Background: an optimization exercise with open tools, aiming at small area, a short achievable clock period and few clock cycles. Do not read the settings as production practice.
Function was checked by simulation only, so behaviour that the tests miss may differ from the original.
Power figures rest on the tool's default switching activity, not on a simulated workload.

==> inputs of v17 <==
// mcl2_core
module mcl2_core (
    input  wire        clk,
    input  wire        rst,
    input  wire        cmd_valid,
    input  wire [7:0]  cmd,
    output wire        cmd_ready,
    output reg         done,
    input  wire [1:0]  ev,
    output wire [1:0]  ind,
    output wire        test_out,
    output wire        in_rd,
    output wire [4:0]  in_addr,
    input  wire [15:0] in_rdata,
    output reg         out_we,
    output reg  [4:0]  out_addr,
    output reg  [15:0] out_wdata
);
==> flow/config.mk <==
export PLATFORM = sky130hd
export DESIGN_NAME = mcl2_core
export DESIGN_NICKNAME = mcl2_core
export VERILOG_FILES = /design/flow/design.v
export SDC_FILE = /design/flow/constraint.sdc
export NUM_CORES = 4
export LEC_CHECK = 0
export ABC_AREA = 1
export CAP_MARGIN = 20
export CORE_MARGIN = 2
export CORE_UTILIZATION = 60
export CTS_BUF_LIST = sky130_fd_sc_hd__clkbuf_8
export PLACE_DENSITY = 0.75
export SLEW_MARGIN = 20
==> flow/constraint.sdc <==
create_clock -name core_clock -period 18.0 [get_ports {clk}]
set_input_delay 3.6000 -clock core_clock [delete_from_list [all_inputs] [get_ports {clk}]]
set_output_delay 3.6000 -clock core_clock [all_outputs]
set_load 0.01 [all_outputs]
run.sh (not shown) runs the stock make flow with config.mk's settings and CLKGATE_MAP_FILE= SYNTH_SCRIPT=/design/flow/synth_recipe.tcl, a recipe that flattens the netlist after the stock synthesis.
==> v26 (differences from v17) <==
--- a/flow/design.v
+++ b/flow/design.v
@@ -39,49 +39,48 @@
     localparam [1:0] S_IDLE = 2'd0, S_SAMPLE = 2'd1, S_CLEAR = 2'd3;
     reg [1:0]  mode;
     reg [1:0]  ind_r;
     reg        inc_pend, dec_pend;
     reg        sign, test_out_r;
     reg        ineg;                 
     reg [2:0]  bitcur;
     reg [15:0] phase;
-    reg [16*19-1:0] hq;              
+    reg [16*15-1:0] hq;              
     reg [16*21-1:0] dq;              
     reg [16:0] ua_r, ub_r;           
     reg        uc_r;
-    reg [15:0] hl_r;                 
     reg        rdy;                  
     reg        proc_r;               
     reg        pv;                   
     reg [1:0]  pm;                   
     reg        prun;                 
     reg        m3r;                  
     reg [5:0]  cnt;
     reg        v1;                   
     reg [4:0]  a1;
     reg        tr, sel;
     reg        blk;                  
     reg [3:0]  ti;                   
     reg [4:0]  rel;                  
     reg [1:0]  stype;
+    reg        hrot;                 
     reg        clr_req, clr_all;
     reg [6:0]  m_one, m_two, m_neg;  
     reg [15:0] hn_r;                 
     reg [15:0] xb_r;                 
     reg [32:0] qa_r, qb_r;           
     reg [31:0] acc;
     reg        p1_act, p2_act, p3_act;
     reg        p1_first, p2_first, p3_first;
     reg        p1_last, p2_last;
     reg        rdv, tail_go, tail_2;
     reg [15:0] dreg;                 
     reg [16:0] dreg4;                
     reg        tick_r;               
-    reg        init_r, oth_r;        
     reg [1:0]  pend_r, ev_r;         
     reg        rd_r;
     reg [4:0]  ra_r;
     assign cmd_ready = rdy;
     assign ind       = ind_r;
     assign test_out  = test_out_r;
     assign in_rd     = rd_r;
     assign in_addr   = ra_r;
@@ -116,73 +115,81 @@
     wire [5:0]  sidx    = phase_n[15:10] + ((pm == 2'd3) ? 6'd16 : 6'd0);
     wire [15:0] rom     = SINE_TAB[16*sidx +: 16];
     wire [3:0]  n3      = cnt[4:1];
     wire [15:0] coef_n  = tr ? (sel ? SHAPE_B_TAB[16*n3 +: 16] : SHAPE_A_TAB[16*n3 +: 16])
                              : (ineg ? 16'h8001 : 16'h7FFF);
     wire upd_now  = (stype == S_SAMPLE) && (rel <= 5'd15);
     wire push     = (stype == S_SAMPLE) && (rel == 5'd15);
     wire [4:0] rel_n = push ? 5'd17 : (rel == 5'd20) ? 5'd0 : rel + 5'd1;
-    wire eng_idle = (stype != S_SAMPLE);    
-    wire [15:0] h_in  = (stype == S_CLEAR) ? 16'd0 : (stype == S_SAMPLE) ? h_upd : hl_r;
+    wire eng_idle = (stype == S_IDLE) && !clr_req;
+    wire [15:0] h_in  = (stype == S_CLEAR) ? 16'd0 : h_upd;
     wire [15:0] dl_in = ((stype == S_CLEAR) && (clr_all || (rel <= 5'd15))) ? 16'd0 :
                         push ? dreg : x_head;
     wire [1:0] mode_inc  = pend_r[0] ? mode + 2'd1 : mode;
     wire [1:0] mode_tick = pend_r[1] ? mode_inc - 2'd1 : mode_inc;
     always @(posedge clk) begin
-        hq   <= {h_in, hq[16*19-1:16]};
-        ua_r <= ua_n;
-        ub_r <= ub_n;
-        uc_r <= uc_n;
-        hl_r <= h_upd;
+        if (hrot) hq <= {h_in, hq[16*15-1:16]};
+        if (stype == S_CLEAR) begin
+            ua_r <= 17'd0;
+            ub_r <= 17'd0;
+            uc_r <= 1'b0;
+        end else if (upd_now) begin
+            ua_r <= ua_n;
+            ub_r <= ub_n;
+            uc_r <= uc_n;
+        end
         dq   <= {dl_in, dq[16*21-1:16]};
         hn_r <= m3r ? coef_n : h_upd;
         xb_r <= m3r ? rom : dq[16*19 +: 16];
         qa_r <= qa_n;
         qb_r <= qb_n;
         dreg  <= in_rdata;
         dreg4 <= {dreg[15], dreg} + 17'd4;
         pend_r <= {dec_pend, inc_pend};
         ev_r   <= ev;
     end
     always @(posedge clk) begin
         if (rst) begin
             done       <= 1'b0;
             out_we     <= 1'b0;
+            out_addr   <= 5'd0;
+            out_wdata  <= 16'd0;
             mode       <= 2'd0;
             ind_r      <= 2'd0;
             inc_pend   <= 1'b0;
             dec_pend   <= 1'b0;
             sign       <= 1'b0;
             test_out_r <= 1'b0;
             ineg       <= 1'b0;
             bitcur     <= 3'd0;
             phase      <= 16'd0;
             rdy        <= 1'b1;
             proc_r     <= 1'b0;
             tick_r     <= 1'b0;
-            init_r     <= 1'b0;
-            oth_r      <= 1'b0;
             pv         <= 1'b0;
             pm         <= 2'd0;
             prun       <= 1'b0;
             m3r        <= 1'b0;
             cnt        <= 6'd0;
             v1         <= 1'b0;
+            a1         <= 5'd0;
             tr         <= 1'b0;
             sel        <= 1'b0;
             blk        <= 1'b0;
             ti         <= 4'd0;
             rel        <= 5'd0;
-            stype      <= S_IDLE;       
-            clr_req    <= 1'b1;         
+            stype      <= S_CLEAR;
+            hrot       <= 1'b1;
+            clr_req    <= 1'b0;
             clr_all    <= 1'b1;
             m_one      <= 7'd0;
             m_two      <= 7'd0;
             m_neg      <= 7'd0;
+            acc        <= 32'd0;
             p1_act     <= 1'b0;
             p2_act     <= 1'b0;
             p3_act     <= 1'b0;
             p1_first   <= 1'b0;
             p2_first   <= 1'b0;
             p3_first   <= 1'b0;
             p1_last    <= 1'b0;
             p2_last    <= 1'b0;
@@ -191,35 +198,34 @@
             tail_2     <= 1'b0;
             rd_r       <= 1'b0;
             ra_r       <= 5'd0;
         end else begin
             done   <= 1'b0;
             out_we <= 1'b0;
             proc_r <= 1'b0;
             tick_r <= 1'b0;
-            init_r <= 1'b0;
-            oth_r  <= 1'b0;
             if (ev[0]) inc_pend <= 1'b1;
             if (ev[1]) dec_pend <= 1'b1;
             if (accept) begin
-                rdy    <= 1'b0;
-                init_r <= (cmd == CMD_INIT);
-                tick_r <= (cmd == CMD_TICK);
-                proc_r <= (cmd == CMD_PROCESS);
-                oth_r  <= (cmd != CMD_INIT) && (cmd != CMD_TICK) && (cmd != CMD_PROCESS);
-            end
-            if (init_r) begin
-                clr_req <= 1'b1;
-                done    <= 1'b1;
-                rdy     <= 1'b1;
-            end
-            if (oth_r) begin              
-                done    <= 1'b1;
-                rdy     <= 1'b1;
+                case (cmd)
+                CMD_INIT: begin
+                    clr_req <= 1'b1;
+                    done    <= 1'b1;
+                end
+                CMD_TICK: begin
+                    rdy    <= 1'b0;
+                    tick_r <= 1'b1;
+                end
+                CMD_PROCESS: begin
+                    rdy    <= 1'b0;
+                    proc_r <= 1'b1;
+                end
+                default: done <= 1'b1;    
+                endcase
             end
             if (tick_r) begin
                 inc_pend <= ev_r[0] | ev[0];
                 dec_pend <= ev_r[1] | ev[1];
                 mode     <= mode_tick;
                 if (pend_r[0] || pend_r[1])
                     ind_r <= mode_tick;
                 done     <= 1'b1;
@@ -227,18 +233,17 @@
             end
             if (proc_r) begin
                 if (mode == 2'd1) begin
                     blk <= 1'b1;
                     ti  <= 4'd0;
                 end else begin
                     pv   <= 1'b1;
                     pm   <= mode;
-                    prun <= (mode == 2'd2) || eng_idle;
-                    m3r  <= (mode == 2'd3) && eng_idle;
+                    prun <= 1'b0;
                     cnt  <= 6'd0;
                 end
                 if (mode == 2'd3) begin
                     test_out_r <= BITS[bitcur];
                     bitcur     <= bitcur + 3'd1;
                     tr         <= ~BITS[bitcur];
                     sel        <= sign;
                     if (!BITS[bitcur])
@@ -299,16 +304,17 @@
                         if (tr) ineg <= ~sel;
                     end
                 end
                 endcase
             end
             rd_r <= (pv && prun && (pm == 2'd0) && !cnt[5]) || (blk && (rel_n == 5'd17));
             ra_r <= blk ? {ti, 1'b0} : cnt[4:0];
             rel  <= rel_n;
+            hrot <= ((rel == 5'd20) ? (tail_go || clr_req) : (stype != S_IDLE)) && (rel_n <= 5'd15);
             p1_act   <= upd_now;
             p1_first <= (stype == S_SAMPLE) && (rel == 5'd0);
             p1_last  <= push;
             p2_act   <= p1_act;
             p2_first <= p1_first;
             p2_last  <= p1_last;
             p3_act   <= p2_act;
             p3_first <= p2_first;
==> flow/config.mk (replaced) <==
export PLATFORM = sky130hd
export DESIGN_NAME = mcl2_core
export DESIGN_NICKNAME = mcl2_core
export VERILOG_FILES = /design/flow/design.v
export SDC_FILE = /design/flow/constraint.sdc
export NUM_CORES = 4
export LEC_CHECK = 0
export ABC_AREA = 1
export CAP_MARGIN = 20
export CORE_MARGIN = 2
export CORE_UTILIZATION = 40
export PLACE_DENSITY = 0.6
export SLEW_MARGIN = 20
==> v20 (differences from v17) <==
--- a/flow/design.v
+++ b/flow/design.v
@@ -142,16 +142,18 @@
         dreg4 <= {dreg[15], dreg} + 17'd4;
         pend_r <= {dec_pend, inc_pend};
         ev_r   <= ev;
     end
     always @(posedge clk) begin
         if (rst) begin
             done       <= 1'b0;
             out_we     <= 1'b0;
+            out_addr   <= 5'd0;
+            out_wdata  <= 16'd0;
             mode       <= 2'd0;
             ind_r      <= 2'd0;
             inc_pend   <= 1'b0;
             dec_pend   <= 1'b0;
             sign       <= 1'b0;
             test_out_r <= 1'b0;
             ineg       <= 1'b0;
             bitcur     <= 3'd0;
@@ -162,27 +164,29 @@
             init_r     <= 1'b0;
             oth_r      <= 1'b0;
             pv         <= 1'b0;
             pm         <= 2'd0;
             prun       <= 1'b0;
             m3r        <= 1'b0;
             cnt        <= 6'd0;
             v1         <= 1'b0;
+            a1         <= 5'd0;
             tr         <= 1'b0;
             sel        <= 1'b0;
             blk        <= 1'b0;
             ti         <= 4'd0;
             rel        <= 5'd0;
-            stype      <= S_IDLE;       
-            clr_req    <= 1'b1;         
+            stype      <= S_CLEAR;
+            clr_req    <= 1'b0;
             clr_all    <= 1'b1;
             m_one      <= 7'd0;
             m_two      <= 7'd0;
             m_neg      <= 7'd0;
+            acc        <= 32'd0;
             p1_act     <= 1'b0;
             p2_act     <= 1'b0;
             p3_act     <= 1'b0;
             p1_first   <= 1'b0;
             p2_first   <= 1'b0;
             p3_first   <= 1'b0;
             p1_last    <= 1'b0;
             p2_last    <= 1'b0;
==> flow/config.mk (replaced) <==
export PLATFORM = sky130hd
export DESIGN_NAME = mcl2_core
export DESIGN_NICKNAME = mcl2_core
export VERILOG_FILES = /design/flow/design.v
export SDC_FILE = /design/flow/constraint.sdc
export NUM_CORES = 4
export LEC_CHECK = 0
export ABC_AREA = 1
export CAP_MARGIN = 20
export CORE_MARGIN = 2
export CORE_UTILIZATION = 60
export CTS_CLUSTER_SIZE = 30
export PLACE_DENSITY = 0.75
export SLEW_MARGIN = 20
==> summary of the runs <==
- Against v26, the clock skew of v20 is lower by 0.014 ns.
- Between v20 and v26, the lower wire length is in v20 (gap 5.3%, measured against v26).
- Sequential share of layout area, highest first: v17, v26, v20.
- In sequential cell count, v17 and v20 do not differ.
- In v20 the combinational power is lower than in v17, by 63%.
- The highest via count belongs to v26, the lowest to v17.
- Final area: v20 < v17 < v26.
Testbench counts of v17, summed over its fixed seeds: cycles 86,136.
Testbench counts of v26, summed over its fixed seeds: cycles 86,472.
Testbench counts of v20, summed over its fixed seeds: cycles 86,136.

---

==> inputs of run a <==
mcl2_core with an RTL version that a note above also has.
export LEC_CHECK = 0
export ABC_AREA = 1
export CAP_MARGIN = 20
export CORE_MARGIN = 2
export CORE_UTILIZATION = 60
export PLACE_DENSITY = 0.75
export SLEW_MARGIN = 20
create_clock -name core_clock -period 18.0 [get_ports {clk}]
==> run b (differences from run a) <==
--- a/flow/design.v
+++ b/flow/design.v
@@ -41,16 +41,18 @@
     reg [1:0]  ind_r;
     reg        inc_pend, dec_pend;
     reg        sign, test_out_r;
     reg        ineg;                 
     reg [2:0]  bitcur;
     reg [15:0] phase;
-    reg [16*15-1:0] hq;              
-    reg [16*21-1:0] dq;              
+    reg [16*18-1:0] hq;              
+    reg [16*20-1:0] dq;              
+    reg [15:0] dh;                   
     reg [16:0] ua_r, ub_r;           
     reg        uc_r;
+    reg [15:0] hl_r;                 
     reg        rdy;                  
     reg        proc_r;               
     reg        pv;                   
     reg [1:0]  pm;                   
     reg        prun;                 
     reg        m3r;                  
@@ -59,26 +61,25 @@
     reg [4:0]  a1;
     reg        tr, sel;
     reg        blk;                  
     reg [3:0]  ti;                   
     reg [4:0]  rel;                  
     reg [1:0]  stype;
-    reg        hrot;                 
     reg        clr_req, clr_all;
     reg [6:0]  m_one, m_two, m_neg;  
-    reg [15:0] hn_r;                 
     reg [15:0] xb_r;                 
     reg [32:0] qa_r, qb_r;           
     reg [31:0] acc;
-    reg        p1_act, p2_act, p3_act;
-    reg        p1_first, p2_first, p3_first;
+    reg        p1_act, p2_act;
+    reg        p1_first, p2_first;
     reg        p1_last, p2_last;
     reg        rdv, tail_go, tail_2;
     reg [15:0] dreg;                 
     reg [16:0] dreg4;                
     reg        tick_r;               
+    reg        init_r, oth_r;        
     reg [1:0]  pend_r, ev_r;         
     reg        rd_r;
     reg [4:0]  ra_r;
     assign cmd_ready = rdy;
     assign ind       = ind_r;
     assign test_out  = test_out_r;
@@ -91,14 +92,15 @@
     wire        uc_n;
     mcl2_umac u_upd (.one(m_one), .two(m_two), .neg(m_neg), .x(x_head), .h(h_head),
                      .sa(ua_n), .sb(ub_n), .c15(uc_n));
     wire [16:0] u_v   = ua_r + ub_r + {16'd0, uc_r};
     wire [15:0] h_upd = (u_v[16] != u_v[15]) ? (u_v[16] ? 16'h8000 : 16'h7FFF) : u_v[15:0];
     wire [32:0] qa_n, qb_n;
-    mcl2_qmul u_mul (.a(hn_r), .b(xb_r), .qa(qa_n), .qb(qb_n));
-    wire [31:0] acc_in = m3r ? 32'h00008000 : p3_first ? 32'd0 : acc;
+    wire [15:0] mul_a  = m3r ? coef_n : h_upd;
+    mcl2_qmul u_mul (.a(mul_a), .b(xb_r), .qa(qa_n), .qb(qb_n));
+    wire [31:0] acc_in = m3r ? 32'h00008000 : p2_first ? 32'd0 : acc;
     wire [32:0] acc_x  = {acc_in[31], acc_in};
     wire [32:0] acc_3s = acc_x ^ qa_r ^ qb_r;
     wire [32:0] acc_3c = (acc_x & qa_r) | (acc_x & qb_r) | (qa_r & qb_r);
     wire [32:0] acc_s  = acc_3s + {acc_3c[31:0], 1'b0};
     wire [31:0] acc_n  = (acc_s[32] != acc_s[31]) ? (acc_s[32] ? 32'h80000000 : 32'h7FFFFFFF) : acc_s[31:0];
     wire        nsp   = (acc[31:15] == 17'h0FFFF);
@@ -116,114 +118,107 @@
     wire [15:0] rom     = SINE_TAB[16*sidx +: 16];
     wire [3:0]  n3      = cnt[4:1];
     wire [15:0] coef_n  = tr ? (sel ? SHAPE_B_TAB[16*n3 +: 16] : SHAPE_A_TAB[16*n3 +: 16])
                              : (ineg ? 16'h8001 : 16'h7FFF);
     wire upd_now  = (stype == S_SAMPLE) && (rel <= 5'd15);
     wire push     = (stype == S_SAMPLE) && (rel == 5'd15);
-    wire [4:0] rel_n = push ? 5'd17 : (rel == 5'd20) ? 5'd0 : rel + 5'd1;
-    wire eng_idle = (stype == S_IDLE) && !clr_req;
-    wire [15:0] h_in  = (stype == S_CLEAR) ? 16'd0 : h_upd;
+    wire [4:0] rel_n = push ? 5'd17 : (rel == 5'd19) ? 5'd0 : rel + 5'd1;
+    wire rd_now = (stype == S_SAMPLE) ? (rel == 5'd15) : (rel == 5'd16);    
+    wire eng_idle = (stype != S_SAMPLE);    
+    wire [15:0] h_in  = (stype == S_CLEAR) ? 16'd0 : (stype == S_SAMPLE) ? h_upd : hl_r;
     wire [15:0] dl_in = ((stype == S_CLEAR) && (clr_all || (rel <= 5'd15))) ? 16'd0 :
-                        push ? dreg : x_head;
+                        push ? dh : x_head;
     wire [1:0] mode_inc  = pend_r[0] ? mode + 2'd1 : mode;
     wire [1:0] mode_tick = pend_r[1] ? mode_inc - 2'd1 : mode_inc;
     always @(posedge clk) begin
-        if (hrot) hq <= {h_in, hq[16*15-1:16]};
-        if (stype == S_CLEAR) begin
-            ua_r <= 17'd0;
-            ub_r <= 17'd0;
-            uc_r <= 1'b0;
-        end else if (upd_now) begin
-            ua_r <= ua_n;
-            ub_r <= ub_n;
-            uc_r <= uc_n;
-        end
-        dq   <= {dl_in, dq[16*21-1:16]};
-        hn_r <= m3r ? coef_n : h_upd;
+        hq   <= {h_in, hq[16*18-1:16]};
+        ua_r <= ua_n;
+        ub_r <= ub_n;
+        uc_r <= uc_n;
+        hl_r <= h_upd;
+        dq   <= {dl_in, dq[16*20-1:16]};
+        if ((stype == S_CLEAR) && clr_all) dh <= 16'd0;
+        else if (push)                     dh <= dreg;
         xb_r <= m3r ? rom : dq[16*19 +: 16];
         qa_r <= qa_n;
         qb_r <= qb_n;
         dreg  <= in_rdata;
         dreg4 <= {dreg[15], dreg} + 17'd4;
         pend_r <= {dec_pend, inc_pend};
         ev_r   <= ev;
     end
     always @(posedge clk) begin
         if (rst) begin
             done       <= 1'b0;
             out_we     <= 1'b0;
-            out_addr   <= 5'd0;
-            out_wdata  <= 16'd0;
             mode       <= 2'd0;
             ind_r      <= 2'd0;
             inc_pend   <= 1'b0;
             dec_pend   <= 1'b0;
             sign       <= 1'b0;
             test_out_r <= 1'b0;
             ineg       <= 1'b0;
             bitcur     <= 3'd0;
             phase      <= 16'd0;
             rdy        <= 1'b1;
             proc_r     <= 1'b0;
             tick_r     <= 1'b0;
+            init_r     <= 1'b0;
+            oth_r      <= 1'b0;
             pv         <= 1'b0;
             pm         <= 2'd0;
             prun       <= 1'b0;
             m3r        <= 1'b0;
             cnt        <= 6'd0;
             v1         <= 1'b0;
-            a1         <= 5'd0;
             tr         <= 1'b0;
             sel        <= 1'b0;
             blk        <= 1'b0;
             ti         <= 4'd0;
             rel        <= 5'd0;
-            stype      <= S_CLEAR;
-            hrot       <= 1'b1;
-            clr_req    <= 1'b0;
+            stype      <= S_IDLE;       
+            clr_req    <= 1'b1;         
             clr_all    <= 1'b1;
             m_one      <= 7'd0;
             m_two      <= 7'd0;
             m_neg      <= 7'd0;
-            acc        <= 32'd0;
             p1_act     <= 1'b0;
             p2_act     <= 1'b0;
-            p3_act     <= 1'b0;
             p1_first   <= 1'b0;
             p2_first   <= 1'b0;
-            p3_first   <= 1'b0;
             p1_last    <= 1'b0;
             p2_last    <= 1'b0;
             rdv        <= 1'b0;
             tail_go    <= 1'b0;
             tail_2     <= 1'b0;
             rd_r       <= 1'b0;
             ra_r       <= 5'd0;
         end else begin
             done   <= 1'b0;
             out_we <= 1'b0;
             proc_r <= 1'b0;
             tick_r <= 1'b0;
+            init_r <= 1'b0;
+            oth_r  <= 1'b0;
             if (ev[0]) inc_pend <= 1'b1;
             if (ev[1]) dec_pend <= 1'b1;
             if (accept) begin
-                case (cmd)
-                CMD_INIT: begin
-                    clr_req <= 1'b1;
-                    done    <= 1'b1;
-                end
-                CMD_TICK: begin
-                    rdy    <= 1'b0;
-                    tick_r <= 1'b1;
-                end
-                CMD_PROCESS: begin
-                    rdy    <= 1'b0;
-                    proc_r <= 1'b1;
-                end
-                default: done <= 1'b1;    
-                endcase
+                rdy    <= 1'b0;
+                init_r <= (cmd == CMD_INIT);
+                tick_r <= (cmd == CMD_TICK);
+                proc_r <= (cmd == CMD_PROCESS);
+                oth_r  <= (cmd != CMD_INIT) && (cmd != CMD_TICK) && (cmd != CMD_PROCESS);
+            end
+            if (init_r) begin
+                clr_req <= 1'b1;
+                done    <= 1'b1;
+                rdy     <= 1'b1;
+            end
+            if (oth_r) begin              
+                done    <= 1'b1;
+                rdy     <= 1'b1;
             end
             if (tick_r) begin
                 inc_pend <= ev_r[0] | ev[0];
                 dec_pend <= ev_r[1] | ev[1];
                 mode     <= mode_tick;
                 if (pend_r[0] || pend_r[1])
@@ -235,13 +230,14 @@
                 if (mode == 2'd1) begin
                     blk <= 1'b1;
                     ti  <= 4'd0;
                 end else begin
                     pv   <= 1'b1;
                     pm   <= mode;
-                    prun <= 1'b0;
+                    prun <= (mode == 2'd2) || eng_idle;
+                    m3r  <= (mode == 2'd3) && eng_idle;
                     cnt  <= 6'd0;
                 end
                 if (mode == 2'd3) begin
                     test_out_r <= BITS[bitcur];
                     bitcur     <= bitcur + 3'd1;
                     tr         <= ~BITS[bitcur];
@@ -303,34 +299,32 @@
                         m3r  <= 1'b0;
                         if (tr) ineg <= ~sel;
                     end
                 end
                 endcase
             end
-            rd_r <= (pv && prun && (pm == 2'd0) && !cnt[5]) || (blk && (rel_n == 5'd17));
+            rd_r <= (pv && prun && (pm == 2'd0) && !cnt[5]) ||
+                    (blk && ((stype == S_SAMPLE) ? (rel_n == 5'd15) : (rel_n == 5'd16)));
             ra_r <= blk ? {ti, 1'b0} : cnt[4:0];
             rel  <= rel_n;
-            hrot <= ((rel == 5'd20) ? (tail_go || clr_req) : (stype != S_IDLE)) && (rel_n <= 5'd15);
             p1_act   <= upd_now;
             p1_first <= (stype == S_SAMPLE) && (rel == 5'd0);
             p1_last  <= push;
             p2_act   <= p1_act;
             p2_first <= p1_first;
             p2_last  <= p1_last;
-            p3_act   <= p2_act;
-            p3_first <= p2_first;
-            if (p3_act) acc <= acc_n;
+            if (p2_act) acc <= acc_n;
             if (push) begin
                 m_one <= 7'd0;
                 m_two <= 7'd0;
                 m_neg <= 7'd0;
             end
-            if (rel == 5'd17) rdv <= rd_r && blk;
-            if (rel == 5'd19) tail_go <= rdv && blk && !clr_req;
-            tail_2 <= (rel == 5'd20) && tail_go;
-            if (rel == 5'd20 && tail_go) begin
+            if (rd_now) rdv <= rd_r && blk;
+            if (rel == 5'd18) tail_go <= rdv && blk && !clr_req;
+            tail_2 <= (rel == 5'd19) && tail_go;
+            if (rel == 5'd19 && tail_go) begin
                 out_wdata <= e_s;
                 m_one     <= mo_n[6:0];
                 m_two     <= mt_n[6:0];
                 m_neg     <= mn_n[6:0];
                 out_we    <= 1'b1;
                 out_addr  <= {ti, 1'b0};
@@ -342,13 +336,13 @@
                 if (ti == 4'd15) begin
                     done <= 1'b1;
                     rdy  <= 1'b1;
                     blk  <= 1'b0;
                 end
             end
-            if (rel == 5'd20) begin
+            if (rel == 5'd19) begin
                 if (stype == S_CLEAR) clr_all <= 1'b0;
                 if (tail_go) begin
                     stype <= S_SAMPLE;
                 end else if (clr_req) begin
                     stype   <= S_CLEAR;
                     clr_req <= 1'b0;
==> run c (differences from run a) <==
--- a/flow/design.v
+++ b/flow/design.v
@@ -41,16 +41,17 @@
     reg [1:0]  ind_r;
     reg        inc_pend, dec_pend;
     reg        sign, test_out_r;
     reg        ineg;                 
     reg [2:0]  bitcur;
     reg [15:0] phase;
-    reg [16*15-1:0] hq;              
+    reg [16*19-1:0] hq;              
     reg [16*21-1:0] dq;              
     reg [16:0] ua_r, ub_r;           
     reg        uc_r;
+    reg [15:0] hl_r;                 
     reg        rdy;                  
     reg        proc_r;               
     reg        pv;                   
     reg [1:0]  pm;                   
     reg        prun;                 
     reg        m3r;                  
@@ -59,13 +60,12 @@
     reg [4:0]  a1;
     reg        tr, sel;
     reg        blk;                  
     reg [3:0]  ti;                   
     reg [4:0]  rel;                  
     reg [1:0]  stype;
-    reg        hrot;                 
     reg        clr_req, clr_all;
     reg [6:0]  m_one, m_two, m_neg;  
     reg [15:0] hn_r;                 
     reg [15:0] xb_r;                 
     reg [32:0] qa_r, qb_r;           
     reg [31:0] acc;
@@ -73,12 +73,13 @@
     reg        p1_first, p2_first, p3_first;
     reg        p1_last, p2_last;
     reg        rdv, tail_go, tail_2;
     reg [15:0] dreg;                 
     reg [16:0] dreg4;                
     reg        tick_r;               
+    reg        init_r, oth_r;        
     reg [1:0]  pend_r, ev_r;         
     reg        rd_r;
     reg [4:0]  ra_r;
     assign cmd_ready = rdy;
     assign ind       = ind_r;
     assign test_out  = test_out_r;
@@ -117,29 +118,24 @@
     wire [3:0]  n3      = cnt[4:1];
     wire [15:0] coef_n  = tr ? (sel ? SHAPE_B_TAB[16*n3 +: 16] : SHAPE_A_TAB[16*n3 +: 16])
                              : (ineg ? 16'h8001 : 16'h7FFF);
     wire upd_now  = (stype == S_SAMPLE) && (rel <= 5'd15);
     wire push     = (stype == S_SAMPLE) && (rel == 5'd15);
     wire [4:0] rel_n = push ? 5'd17 : (rel == 5'd20) ? 5'd0 : rel + 5'd1;
-    wire eng_idle = (stype == S_IDLE) && !clr_req;
-    wire [15:0] h_in  = (stype == S_CLEAR) ? 16'd0 : h_upd;
+    wire eng_idle = (stype != S_SAMPLE);    
+    wire [15:0] h_in  = (stype == S_CLEAR) ? 16'd0 : (stype == S_SAMPLE) ? h_upd : hl_r;
     wire [15:0] dl_in = ((stype == S_CLEAR) && (clr_all || (rel <= 5'd15))) ? 16'd0 :
                         push ? dreg : x_head;
     wire [1:0] mode_inc  = pend_r[0] ? mode + 2'd1 : mode;
     wire [1:0] mode_tick = pend_r[1] ? mode_inc - 2'd1 : mode_inc;
     always @(posedge clk) begin
-        if (hrot) hq <= {h_in, hq[16*15-1:16]};
-        if (stype == S_CLEAR) begin
-            ua_r <= 17'd0;
-            ub_r <= 17'd0;
-            uc_r <= 1'b0;
-        end else if (upd_now) begin
-            ua_r <= ua_n;
-            ub_r <= ub_n;
-            uc_r <= uc_n;
-        end
+        hq   <= {h_in, hq[16*19-1:16]};
+        ua_r <= ua_n;
+        ub_r <= ub_n;
+        uc_r <= uc_n;
+        hl_r <= h_upd;
         dq   <= {dl_in, dq[16*21-1:16]};
         hn_r <= m3r ? coef_n : h_upd;
         xb_r <= m3r ? rom : dq[16*19 +: 16];
         qa_r <= qa_n;
         qb_r <= qb_n;
         dreg  <= in_rdata;
@@ -148,46 +144,43 @@
         ev_r   <= ev;
     end
     always @(posedge clk) begin
         if (rst) begin
             done       <= 1'b0;
             out_we     <= 1'b0;
-            out_addr   <= 5'd0;
-            out_wdata  <= 16'd0;
             mode       <= 2'd0;
             ind_r      <= 2'd0;
             inc_pend   <= 1'b0;
             dec_pend   <= 1'b0;
             sign       <= 1'b0;
             test_out_r <= 1'b0;
             ineg       <= 1'b0;
             bitcur     <= 3'd0;
             phase      <= 16'd0;
             rdy        <= 1'b1;
             proc_r     <= 1'b0;
             tick_r     <= 1'b0;
+            init_r     <= 1'b0;
+            oth_r      <= 1'b0;
             pv         <= 1'b0;
             pm         <= 2'd0;
             prun       <= 1'b0;
             m3r        <= 1'b0;
             cnt        <= 6'd0;
             v1         <= 1'b0;
-            a1         <= 5'd0;
             tr         <= 1'b0;
             sel        <= 1'b0;
             blk        <= 1'b0;
             ti         <= 4'd0;
             rel        <= 5'd0;
-            stype      <= S_CLEAR;
-            hrot       <= 1'b1;
-            clr_req    <= 1'b0;
+            stype      <= S_IDLE;       
+            clr_req    <= 1'b1;         
             clr_all    <= 1'b1;
             m_one      <= 7'd0;
             m_two      <= 7'd0;
             m_neg      <= 7'd0;
-            acc        <= 32'd0;
             p1_act     <= 1'b0;
             p2_act     <= 1'b0;
             p3_act     <= 1'b0;
             p1_first   <= 1'b0;
             p2_first   <= 1'b0;
             p3_first   <= 1'b0;
@@ -200,30 +193,31 @@
             ra_r       <= 5'd0;
         end else begin
             done   <= 1'b0;
             out_we <= 1'b0;
             proc_r <= 1'b0;
             tick_r <= 1'b0;
+            init_r <= 1'b0;
+            oth_r  <= 1'b0;
             if (ev[0]) inc_pend <= 1'b1;
             if (ev[1]) dec_pend <= 1'b1;
             if (accept) begin
-                case (cmd)
-                CMD_INIT: begin
-                    clr_req <= 1'b1;
-                    done    <= 1'b1;
-                end
-                CMD_TICK: begin
-                    rdy    <= 1'b0;
-                    tick_r <= 1'b1;
-                end
-                CMD_PROCESS: begin
-                    rdy    <= 1'b0;
-                    proc_r <= 1'b1;
-                end
-                default: done <= 1'b1;    
-                endcase
+                rdy    <= 1'b0;
+                init_r <= (cmd == CMD_INIT);
+                tick_r <= (cmd == CMD_TICK);
+                proc_r <= (cmd == CMD_PROCESS);
+                oth_r  <= (cmd != CMD_INIT) && (cmd != CMD_TICK) && (cmd != CMD_PROCESS);
+            end
+            if (init_r) begin
+                clr_req <= 1'b1;
+                done    <= 1'b1;
+                rdy     <= 1'b1;
+            end
+            if (oth_r) begin              
+                done    <= 1'b1;
+                rdy     <= 1'b1;
             end
             if (tick_r) begin
                 inc_pend <= ev_r[0] | ev[0];
                 dec_pend <= ev_r[1] | ev[1];
                 mode     <= mode_tick;
                 if (pend_r[0] || pend_r[1])
@@ -235,13 +229,14 @@
                 if (mode == 2'd1) begin
                     blk <= 1'b1;
                     ti  <= 4'd0;
                 end else begin
                     pv   <= 1'b1;
                     pm   <= mode;
-                    prun <= 1'b0;
+                    prun <= (mode == 2'd2) || eng_idle;
+                    m3r  <= (mode == 2'd3) && eng_idle;
                     cnt  <= 6'd0;
                 end
                 if (mode == 2'd3) begin
                     test_out_r <= BITS[bitcur];
                     bitcur     <= bitcur + 3'd1;
                     tr         <= ~BITS[bitcur];
@@ -306,13 +301,12 @@
                 end
                 endcase
             end
             rd_r <= (pv && prun && (pm == 2'd0) && !cnt[5]) || (blk && (rel_n == 5'd17));
             ra_r <= blk ? {ti, 1'b0} : cnt[4:0];
             rel  <= rel_n;
-            hrot <= ((rel == 5'd20) ? (tail_go || clr_req) : (stype != S_IDLE)) && (rel_n <= 5'd15);
             p1_act   <= upd_now;
             p1_first <= (stype == S_SAMPLE) && (rel == 5'd0);
             p1_last  <= push;
             p2_act   <= p1_act;
             p2_first <= p1_first;
             p2_last  <= p1_last;
==> run d (differences from run a) <==
--- a/flow/design.v
+++ b/flow/design.v
@@ -41,16 +41,17 @@
     reg [1:0]  ind_r;
     reg        inc_pend, dec_pend;
     reg        sign, test_out_r;
     reg        ineg;                 
     reg [2:0]  bitcur;
     reg [15:0] phase;
-    reg [16*15-1:0] hq;              
+    reg [16*19-1:0] hq;              
     reg [16*21-1:0] dq;              
     reg [16:0] ua_r, ub_r;           
     reg        uc_r;
+    reg [15:0] hl_r;                 
     reg        rdy;                  
     reg        proc_r;               
     reg        pv;                   
     reg [1:0]  pm;                   
     reg        prun;                 
     reg        m3r;                  
@@ -59,13 +60,12 @@
     reg [4:0]  a1;
     reg        tr, sel;
     reg        blk;                  
     reg [3:0]  ti;                   
     reg [4:0]  rel;                  
     reg [1:0]  stype;
-    reg        hrot;                 
     reg        clr_req, clr_all;
     reg [6:0]  m_one, m_two, m_neg;  
     reg [15:0] hn_r;                 
     reg [15:0] xb_r;                 
     reg [32:0] qa_r, qb_r;           
     reg [31:0] acc;
@@ -73,12 +73,13 @@
     reg        p1_first, p2_first, p3_first;
     reg        p1_last, p2_last;
     reg        rdv, tail_go, tail_2;
     reg [15:0] dreg;                 
     reg [16:0] dreg4;                
     reg        tick_r;               
+    reg        init_r, oth_r;        
     reg [1:0]  pend_r, ev_r;         
     reg        rd_r;
     reg [4:0]  ra_r;
     assign cmd_ready = rdy;
     assign ind       = ind_r;
     assign test_out  = test_out_r;
@@ -118,28 +119,23 @@
     wire [15:0] coef_n  = tr ? (sel ? SHAPE_B_TAB[16*n3 +: 16] : SHAPE_A_TAB[16*n3 +: 16])
                              : (ineg ? 16'h8001 : 16'h7FFF);
     wire upd_now  = (stype == S_SAMPLE) && (rel <= 5'd15);
     wire push     = (stype == S_SAMPLE) && (rel == 5'd15);
     wire [4:0] rel_n = push ? 5'd17 : (rel == 5'd20) ? 5'd0 : rel + 5'd1;
     wire eng_idle = (stype == S_IDLE) && !clr_req;
-    wire [15:0] h_in  = (stype == S_CLEAR) ? 16'd0 : h_upd;
+    wire [15:0] h_in  = (stype == S_CLEAR) ? 16'd0 : (stype == S_SAMPLE) ? h_upd : hl_r;
     wire [15:0] dl_in = ((stype == S_CLEAR) && (clr_all || (rel <= 5'd15))) ? 16'd0 :
                         push ? dreg : x_head;
     wire [1:0] mode_inc  = pend_r[0] ? mode + 2'd1 : mode;
     wire [1:0] mode_tick = pend_r[1] ? mode_inc - 2'd1 : mode_inc;
     always @(posedge clk) begin
-        if (hrot) hq <= {h_in, hq[16*15-1:16]};
-        if (stype == S_CLEAR) begin
-            ua_r <= 17'd0;
-            ub_r <= 17'd0;
-            uc_r <= 1'b0;
-        end else if (upd_now) begin
-            ua_r <= ua_n;
-            ub_r <= ub_n;
-            uc_r <= uc_n;
-        end
+        hq   <= {h_in, hq[16*19-1:16]};
+        ua_r <= ua_n;
+        ub_r <= ub_n;
+        uc_r <= uc_n;
+        hl_r <= h_upd;
         dq   <= {dl_in, dq[16*21-1:16]};
         hn_r <= m3r ? coef_n : h_upd;
         xb_r <= m3r ? rom : dq[16*19 +: 16];
         qa_r <= qa_n;
         qb_r <= qb_n;
         dreg  <= in_rdata;
@@ -162,12 +158,14 @@
             ineg       <= 1'b0;
             bitcur     <= 3'd0;
             phase      <= 16'd0;
             rdy        <= 1'b1;
             proc_r     <= 1'b0;
             tick_r     <= 1'b0;
+            init_r     <= 1'b0;
+            oth_r      <= 1'b0;
             pv         <= 1'b0;
             pm         <= 2'd0;
             prun       <= 1'b0;
             m3r        <= 1'b0;
             cnt        <= 6'd0;
             v1         <= 1'b0;
@@ -175,13 +173,12 @@
             tr         <= 1'b0;
             sel        <= 1'b0;
             blk        <= 1'b0;
             ti         <= 4'd0;
             rel        <= 5'd0;
             stype      <= S_CLEAR;
-            hrot       <= 1'b1;
             clr_req    <= 1'b0;
             clr_all    <= 1'b1;
             m_one      <= 7'd0;
             m_two      <= 7'd0;
             m_neg      <= 7'd0;
             acc        <= 32'd0;
@@ -200,30 +197,31 @@
             ra_r       <= 5'd0;
         end else begin
             done   <= 1'b0;
             out_we <= 1'b0;
             proc_r <= 1'b0;
             tick_r <= 1'b0;
+            init_r <= 1'b0;
+            oth_r  <= 1'b0;
             if (ev[0]) inc_pend <= 1'b1;
             if (ev[1]) dec_pend <= 1'b1;
             if (accept) begin
-                case (cmd)
-                CMD_INIT: begin
-                    clr_req <= 1'b1;
-                    done    <= 1'b1;
-                end
-                CMD_TICK: begin
-                    rdy    <= 1'b0;
-                    tick_r <= 1'b1;
-                end
-                CMD_PROCESS: begin
-                    rdy    <= 1'b0;
-                    proc_r <= 1'b1;
-                end
-                default: done <= 1'b1;    
-                endcase
+                rdy    <= 1'b0;
+                init_r <= (cmd == CMD_INIT);
+                tick_r <= (cmd == CMD_TICK);
+                proc_r <= (cmd == CMD_PROCESS);
+                oth_r  <= (cmd != CMD_INIT) && (cmd != CMD_TICK) && (cmd != CMD_PROCESS);
+            end
+            if (init_r) begin
+                clr_req <= 1'b1;
+                done    <= 1'b1;
+                rdy     <= 1'b1;
+            end
+            if (oth_r) begin              
+                done    <= 1'b1;
+                rdy     <= 1'b1;
             end
             if (tick_r) begin
                 inc_pend <= ev_r[0] | ev[0];
                 dec_pend <= ev_r[1] | ev[1];
                 mode     <= mode_tick;
                 if (pend_r[0] || pend_r[1])
@@ -306,13 +304,12 @@
                 end
                 endcase
             end
             rd_r <= (pv && prun && (pm == 2'd0) && !cnt[5]) || (blk && (rel_n == 5'd17));
             ra_r <= blk ? {ti, 1'b0} : cnt[4:0];
             rel  <= rel_n;
-            hrot <= ((rel == 5'd20) ? (tail_go || clr_req) : (stype != S_IDLE)) && (rel_n <= 5'd15);
             p1_act   <= upd_now;
             p1_first <= (stype == S_SAMPLE) && (rel == 5'd0);
             p1_last  <= push;
             p2_act   <= p1_act;
             p2_first <= p1_first;
             p2_last  <= p1_last;
==> notes <==
The lowest final cell count belongs to run c, the highest to run d. Die area: run d < run c < run b < run a. Worst hold slack: run b < run d < run a < run c. Count of clock-buffer cells in the layout: run c > run d > run b > run a. Total power: run c > run b > run d > run a. In run c the sequential cell count is higher than in run b, by 34. Sequential share of layout area: run b < run d < run a < run c. The combinational power of run c is 2.7 times that of run d.
Testbench counts of run a, summed over its fixed seeds: cycles 86,472.
Testbench counts of run b, summed over its fixed seeds: cycles 82,000.
Testbench counts of run c, summed over its fixed seeds: cycles 86,136.
Testbench counts of run d, summed over its fixed seeds: cycles 86,472.

## static timing again, ports no longer ideal
The flow's constraints put no driver on any port. The routed layouts listed below were extracted and timed again, unchanged, in two steps. Step 1 (the two cells are an assumption about what drives the block):
set clk [get_ports {clk}]
set_driving_cell -lib_cell sky130_fd_sc_hd__clkbuf_16 $clk
set_driving_cell -lib_cell sky130_fd_sc_hd__buf_2 [delete_from_list [all_inputs] $clk]
Step 2 moves the port delays by t, midway between the first and last clock arrival at a register: inputs arrive t later, outputs are due t later. That takes back most of the time a late clock gives input paths. Three values: ideal ports, drivers, drivers and shift; two values: the first two.
run | t, ns | setup slack, ns | clock arrival spread, ns | worst data-port slew with drivers (ns)
v17 | 0.863 | 12.541 / 12.480 / 12.266 | 0.063 / 0.063 | 0.04
v26 | 0.730 | 12.607 / 12.539 / 12.419 | 0.052 / 0.052 | 0.08
v20 | 0.710 | 12.634 / 12.564 / 12.719 | 0.030 / 0.029 | 0.10
run a | 0.708 | 12.619 / 12.548 / 12.477 | 0.034 / 0.033 | 0.04
run b | 0.723 | 12.364 / 12.364 / 12.334 | 0.054 / 0.054 | 0.04
run c | 0.707 | 12.680 / 12.613 / 12.260 | 0.039 / 0.040 | 0.04
run d | 0.713 | 12.583 / 12.517 / 11.936 | 0.045 / 0.044 | 0.04
After both steps every run listed still meets setup and hold. For run d, which loses most, drivers alone change the setup slack by -0.066 ns; drivers and shift together by -0.647 ns.
